From an optimization exercise on the open Yosys and OpenROAD flow, aimed at small area, a short achievable clock period and few clock cycles; shortcuts taken in it are not production practice.
Function was checked by simulation only, so behaviour that the tests miss may differ from the original.
No activity file was given, so power comes from the tool's default toggle rates.

==> maple: inputs <==
==> flow/design.v (excerpt) <==
module lz77_encoder (
    input  wire       clk,
    input  wire       rst,           
    input  wire       wr_en,
    input  wire [5:0] wr_addr,
    input  wire [7:0] wr_data,
    input  wire       start,
    input  wire [6:0] len,           
    input  wire [6:0] window,        
    output wire       ready,
    output wire       tok_valid,
    output wire [5:0] tok_offset,
    output wire [5:0] tok_length,
    output wire       tok_has_lit,
    output wire [7:0] tok_literal,
    output wire       done
);
==> module lz77_encoder, before the edit <==
module lz77_encoder (
    input  wire       clk,
    input  wire       rst,           
    input  wire       wr_en,
    input  wire [5:0] wr_addr,
    input  wire [7:0] wr_data,
    input  wire       start,
    input  wire [6:0] len,           
    input  wire [6:0] window,        
    output wire       ready,
    output wire       tok_valid,
    output wire [5:0] tok_offset,
    output wire [5:0] tok_length,
    output wire       tok_has_lit,
    output wire [7:0] tok_literal,
    output wire       done
);
    reg  [511:0] mem;        
    reg          busy;
    reg  [6:0]   n;          
    reg  [6:0]   w;          
    reg  [6:0]   k;          
    reg  [6:0]   ra;         
    reg  [7:0]   cb;         
    reg  [5:0]   run;        
    reg  [63:0]  alive;      
    reg  [63:0]  win;        
    reg          run_lt_w;   
    reg          k_lt_n;     
    reg          k_last;     
    reg          o_valid;
    reg  [5:0]   o_offset;
    reg  [5:0]   o_length;
    reg          o_has_lit;
    reg  [7:0]   o_literal;
    reg          o_done;
    assign ready = ~busy;
    genvar g;
    generate
        for (g = 0; g < 64; g = g + 1) begin : g_mem
            always @(posedge clk) begin
                if (wr_en && ready && wr_addr == g)
                    mem[8*g +: 8] <= wr_data;
            end
        end
    endgenerate
    wire [63:0] eq;
    generate
        for (g = 0; g < 64; g = g + 1) begin : g_cmp
            assign eq[g] = (mem[8*g +: 8] == cb);
        end
    endgenerate
    wire [63:0] hit = alive & eq;
    wire        ext = (|hit) && run_lt_w && k_lt_n;
    reg  [5:0] first;
    integer q;
    always @(*) begin
        first = 6'd0;
        for (q = 63; q >= 0; q = q - 1)
            if (alive[q]) first = q[5:0];
    end
    wire [6:0] k1 = k + 7'd1;
    wire [6:0] k2 = k + 7'd2;
    always @(posedge clk) begin
        cb <= mem[8*ra[5:0] +: 8];
        if (rst) begin
            busy    <= 1'b0;
            o_valid <= 1'b0;
            o_done  <= 1'b0;
            ra      <= 7'd1;
        end else if (!busy) begin
            o_valid   <= start && (len != 7'd0);
            o_done    <= start;
            o_offset  <= 6'd0;
            o_length  <= 6'd0;
            o_has_lit <= 1'b1;
            o_literal <= mem[7:0];
            n         <= len;
            w         <= window;
            k         <= 7'd1;
            ra        <= 7'd1;
            run       <= 6'd0;
            alive     <= {63'd0, (window != 7'd0)};
            win       <= {62'd0, (window != 7'd0), (window > 7'd1)};
            run_lt_w  <= (window != 7'd0);
            k_lt_n    <= (len > 7'd1);
            k_last    <= (len <= 7'd2);
            if (start && len > 7'd1) begin
                busy   <= 1'b1;
                o_done <= 1'b0;
                ra     <= 7'd2;
            end
        end else begin
            k        <= k1;
            ra       <= k2;
            k_lt_n   <= (k1 < n);
            k_last   <= (k2 >= n);
            win      <= {win[62:0], (k2 <= w)};
            o_valid  <= ~ext;
            o_done   <= ~ext && k_last;
            o_length <= run;
            o_offset <= (run == 6'd0) ? 6'd0 : (k[5:0] - first);
            o_has_lit <= k_lt_n;
            o_literal <= cb;
            if (ext) begin
                alive    <= {hit[62:0], 1'b0};
                run      <= run + 6'd1;
                run_lt_w <= ({1'b0, run} + 7'd1 < w);
            end else begin
                alive    <= win;
                run      <= 6'd0;
                run_lt_w <= (w != 7'd0);
                if (k_last) busy <= 1'b0;
            end
        end
    end
    assign tok_valid   = o_valid;
    assign tok_offset  = o_offset;
    assign tok_length  = o_length;
    assign tok_has_lit = o_has_lit;
    assign tok_literal = o_literal;
    assign done        = o_done;
endmodule
==> flow/config.mk <==
export PLATFORM = sky130hd
export DESIGN_NAME = lz77_encoder
export DESIGN_NICKNAME = lz77_encoder
export VERILOG_FILES = /design/flow/design.v
export SDC_FILE = /design/flow/constraint.sdc
export NUM_CORES = 4
export LEC_CHECK = 0
export CAP_MARGIN = 20
export CORE_MARGIN = 2
export CORE_UTILIZATION = 40
export PLACE_DENSITY = 0.6
export SLEW_MARGIN = 20
==> flow/constraint.sdc <==
create_clock -name core_clock -period 10.0 [get_ports {clk}]
set_input_delay 2.0000 -clock core_clock [delete_from_list [all_inputs] [get_ports {clk}]]
set_output_delay 2.0000 -clock core_clock [all_outputs]
set_load 0.01 [all_outputs]
run.sh (not shown) runs the stock make flow with config.mk's settings and CLKGATE_MAP_FILE= SYNTH_SCRIPT=/design/flow/synth_recipe.tcl, a recipe that flattens the netlist after the stock synthesis.
==> inputs of ember, as changes to maple <==
==> flow/design.v (replaced) <==
module lz77_encoder (
    input  wire       clk,
    input  wire       rst,           
    input  wire       wr_en,
    input  wire [5:0] wr_addr,
    input  wire [7:0] wr_data,
    input  wire       start,
    input  wire [6:0] len,           
    input  wire [6:0] window,        
    output wire       ready,
    output wire       tok_valid,
    output wire [5:0] tok_offset,
    output wire [5:0] tok_length,
    output wire       tok_has_lit,
    output wire [7:0] tok_literal,
    output wire       done
);
    localparam [2:0] S_IDLE  = 3'd0,
                     S_SETUP = 3'd1,
                     S_CMP   = 3'd2,
                     S_EMIT  = 3'd3,
                     S_DONE  = 3'd4;
    reg [7:0] mem [0:63];
    reg [2:0] state;
    reg [6:0] n;           
    reg [6:0] w;           
    reg [6:0] pos;         
    reg [6:0] limit;       
    reg [6:0] i;           
    reg [6:0] run;         
    reg [6:0] best_len;
    reg [6:0] best_off;
    assign ready = (state == S_IDLE);
    always @(posedge clk) begin
        if (wr_en && ready)
            mem[wr_addr] <= wr_data;
    end
    wire [6:0] a_idx = i + run;
    wire [6:0] b_idx = (state == S_EMIT) ? (pos + best_len) : (pos + run);
    wire [7:0] a_byte = mem[a_idx[5:0]];
    wire [7:0] b_byte = mem[b_idx[5:0]];
    wire       in_bound = (pos + run) < limit;
    wire       extend   = in_bound && (a_byte == b_byte);
    wire [6:0] lo        = (pos > w) ? (pos - w) : 7'd0;
    wire [7:0] pos_w     = {1'b0, pos} + {1'b0, w};
    wire [6:0] limit_nxt = (pos_w < {1'b0, n}) ? pos_w[6:0] : n;
    wire       has_lit  = (pos + best_len) < n;
    wire [6:0] pos_next = pos + best_len + {6'd0, has_lit};
    wire       last_tok = (pos_next >= n);
    always @(posedge clk) begin
        if (rst) begin
            state <= S_IDLE;
        end else begin
            case (state)
                S_IDLE: begin
                    if (start) begin
                        n     <= len;
                        w     <= window;
                        pos   <= 7'd0;
                        state <= (len == 7'd0) ? S_DONE : S_SETUP;
                    end
                end
                S_SETUP: begin
                    i        <= lo;
                    run      <= 7'd0;
                    best_len <= 7'd0;
                    best_off <= 7'd0;
                    limit    <= limit_nxt;
                    state    <= S_CMP;
                end
                S_CMP: begin
                    if (i == pos) begin
                        state <= S_EMIT;
                    end else if (extend) begin
                        run <= run + 7'd1;
                    end else begin
                        if (run > best_len) begin
                            best_len <= run;
                            best_off <= pos - i;
                        end
                        i   <= i + 7'd1;
                        run <= 7'd0;
                    end
                end
                S_EMIT: begin
                    if (last_tok) begin
                        state <= S_IDLE;
                    end else begin
                        pos   <= pos_next;
                        state <= S_SETUP;
                    end
                end
                S_DONE: begin
                    state <= S_IDLE;
                end
                default: state <= S_IDLE;
            endcase
        end
    end
    assign tok_valid   = (state == S_EMIT);
    assign tok_offset  = best_off[5:0];
    assign tok_length  = best_len[5:0];
    assign tok_has_lit = has_lit;
    assign tok_literal = b_byte;
    assign done        = ((state == S_EMIT) && last_tok) || (state == S_DONE);
endmodule
==> inputs of garnet, as changes to maple <==
--- a/flow/design.v
+++ b/flow/design.v
@@ -23,4 +23,6 @@
     reg  [6:0]   ra;         
     reg  [7:0]   cb;         
+    reg  [7:0]   cl;         
+    reg  [63:0]  eq;         
     reg  [5:0]   run;        
     reg  [63:0]  alive;      
@@ -45,8 +47,9 @@
         end
     endgenerate
-    wire [63:0] eq;
+    wire [7:0]  cmp_b = busy ? cb : mem[15:8];
+    wire [63:0] eq_nxt;
     generate
         for (g = 0; g < 64; g = g + 1) begin : g_cmp
-            assign eq[g] = (mem[8*g +: 8] == cb);
+            assign eq_nxt[g] = (mem[8*g +: 8] == cmp_b);
         end
     endgenerate
@@ -63,13 +66,23 @@
     wire [6:0] k2 = k + 7'd2;
     always @(posedge clk) begin
-        cb <= mem[8*ra[5:0] +: 8];
         if (rst) begin
             busy    <= 1'b0;
             o_valid <= 1'b0;
             o_done  <= 1'b0;
-            ra      <= 7'd1;
         end else if (!busy) begin
-            o_valid   <= start && (len != 7'd0);
-            o_done    <= start;
+            o_valid <= start && (len != 7'd0);
+            o_done  <= start && (len <= 7'd1);
+            busy    <= start && (len > 7'd1);
+        end else begin
+            o_valid <= ~ext;
+            o_done  <= ~ext && k_last;
+            if (!ext && k_last) busy <= 1'b0;
+        end
+    end
+    always @(posedge clk) begin
+        cb <= mem[8*ra[5:0] +: 8];
+        eq <= eq_nxt;
+        cl <= busy ? cb : mem[15:8];
+        if (!busy) begin
             o_offset  <= 6'd0;
             o_length  <= 6'd0;
@@ -79,5 +92,5 @@
             w         <= window;
             k         <= 7'd1;
-            ra        <= 7'd1;
+            ra        <= start ? 7'd3 : 7'd2;
             run       <= 6'd0;
             alive     <= {63'd0, (window != 7'd0)};
@@ -86,21 +99,14 @@
             k_lt_n    <= (len > 7'd1);
             k_last    <= (len <= 7'd2);
-            if (start && len > 7'd1) begin
-                busy   <= 1'b1;
-                o_done <= 1'b0;
-                ra     <= 7'd2;
-            end
         end else begin
-            k        <= k1;
-            ra       <= k2;
-            k_lt_n   <= (k1 < n);
-            k_last   <= (k2 >= n);
-            win      <= {win[62:0], (k2 <= w)};
-            o_valid  <= ~ext;
-            o_done   <= ~ext && k_last;
-            o_length <= run;
-            o_offset <= (run == 6'd0) ? 6'd0 : (k[5:0] - first);
+            k         <= k1;
+            ra        <= k + 7'd3;
+            k_lt_n    <= (k1 < n);
+            k_last    <= (k2 >= n);
+            win       <= {win[62:0], (k2 <= w)};
+            o_length  <= run;
+            o_offset  <= (run == 6'd0) ? 6'd0 : (k[5:0] - first);
             o_has_lit <= k_lt_n;
-            o_literal <= cb;
+            o_literal <= cl;
             if (ext) begin
                 alive    <= {hit[62:0], 1'b0};
@@ -111,5 +117,4 @@
                 run      <= 6'd0;
                 run_lt_w <= (w != 7'd0);
-                if (k_last) busy <= 1'b0;
             end
         end
==> run summary <==
- The highest global-route usage belongs to ember, the lowest to maple.
- The highest die area belongs to maple, the lowest to ember.
- Sequential share of layout area: ember is lower than maple (3.9 points).
- Total power: maple is smaller than garnet (about 1.7%).
Testbench counts of maple, summed over its fixed seeds: cycles 30,550.
Testbench counts of ember, summed over its fixed seeds: cycles 178,834.
Testbench counts of garnet, summed over its fixed seeds: cycles 30,550.

-- port drivers added, routing unchanged --
Ports are ideal in the flow. The routed layouts listed here were re-timed in OpenROAD.
Step 1 assumes that a clkbuf_16 drives the clock port and a buf_2 every other input.
Step 2 times the ports against the registers' clock, not the clock port: input delays grow and output delays shrink by t, the midpoint of the rising clock arrivals with the driver on.
Slacks: ideal / step 1 / step 2; pairs: ideal / step 1.
run	t, ns	setup WS [ns]	worst register clock-pin slew, ns
maple	0.702	5.140 / 5.140 / 5.140	0.07 / 0.07
ember	0.715	1.435 / 1.369 / 2.084	0.07 / 0.07
garnet	0.691	5.655 / 5.588 / 5.226	0.07 / 0.07
After both steps setup and hold are still met in every run listed. For garnet, which loses most, drivers alone change the setup slack by -0.067 ns; drivers and shift together by -0.429 ns.
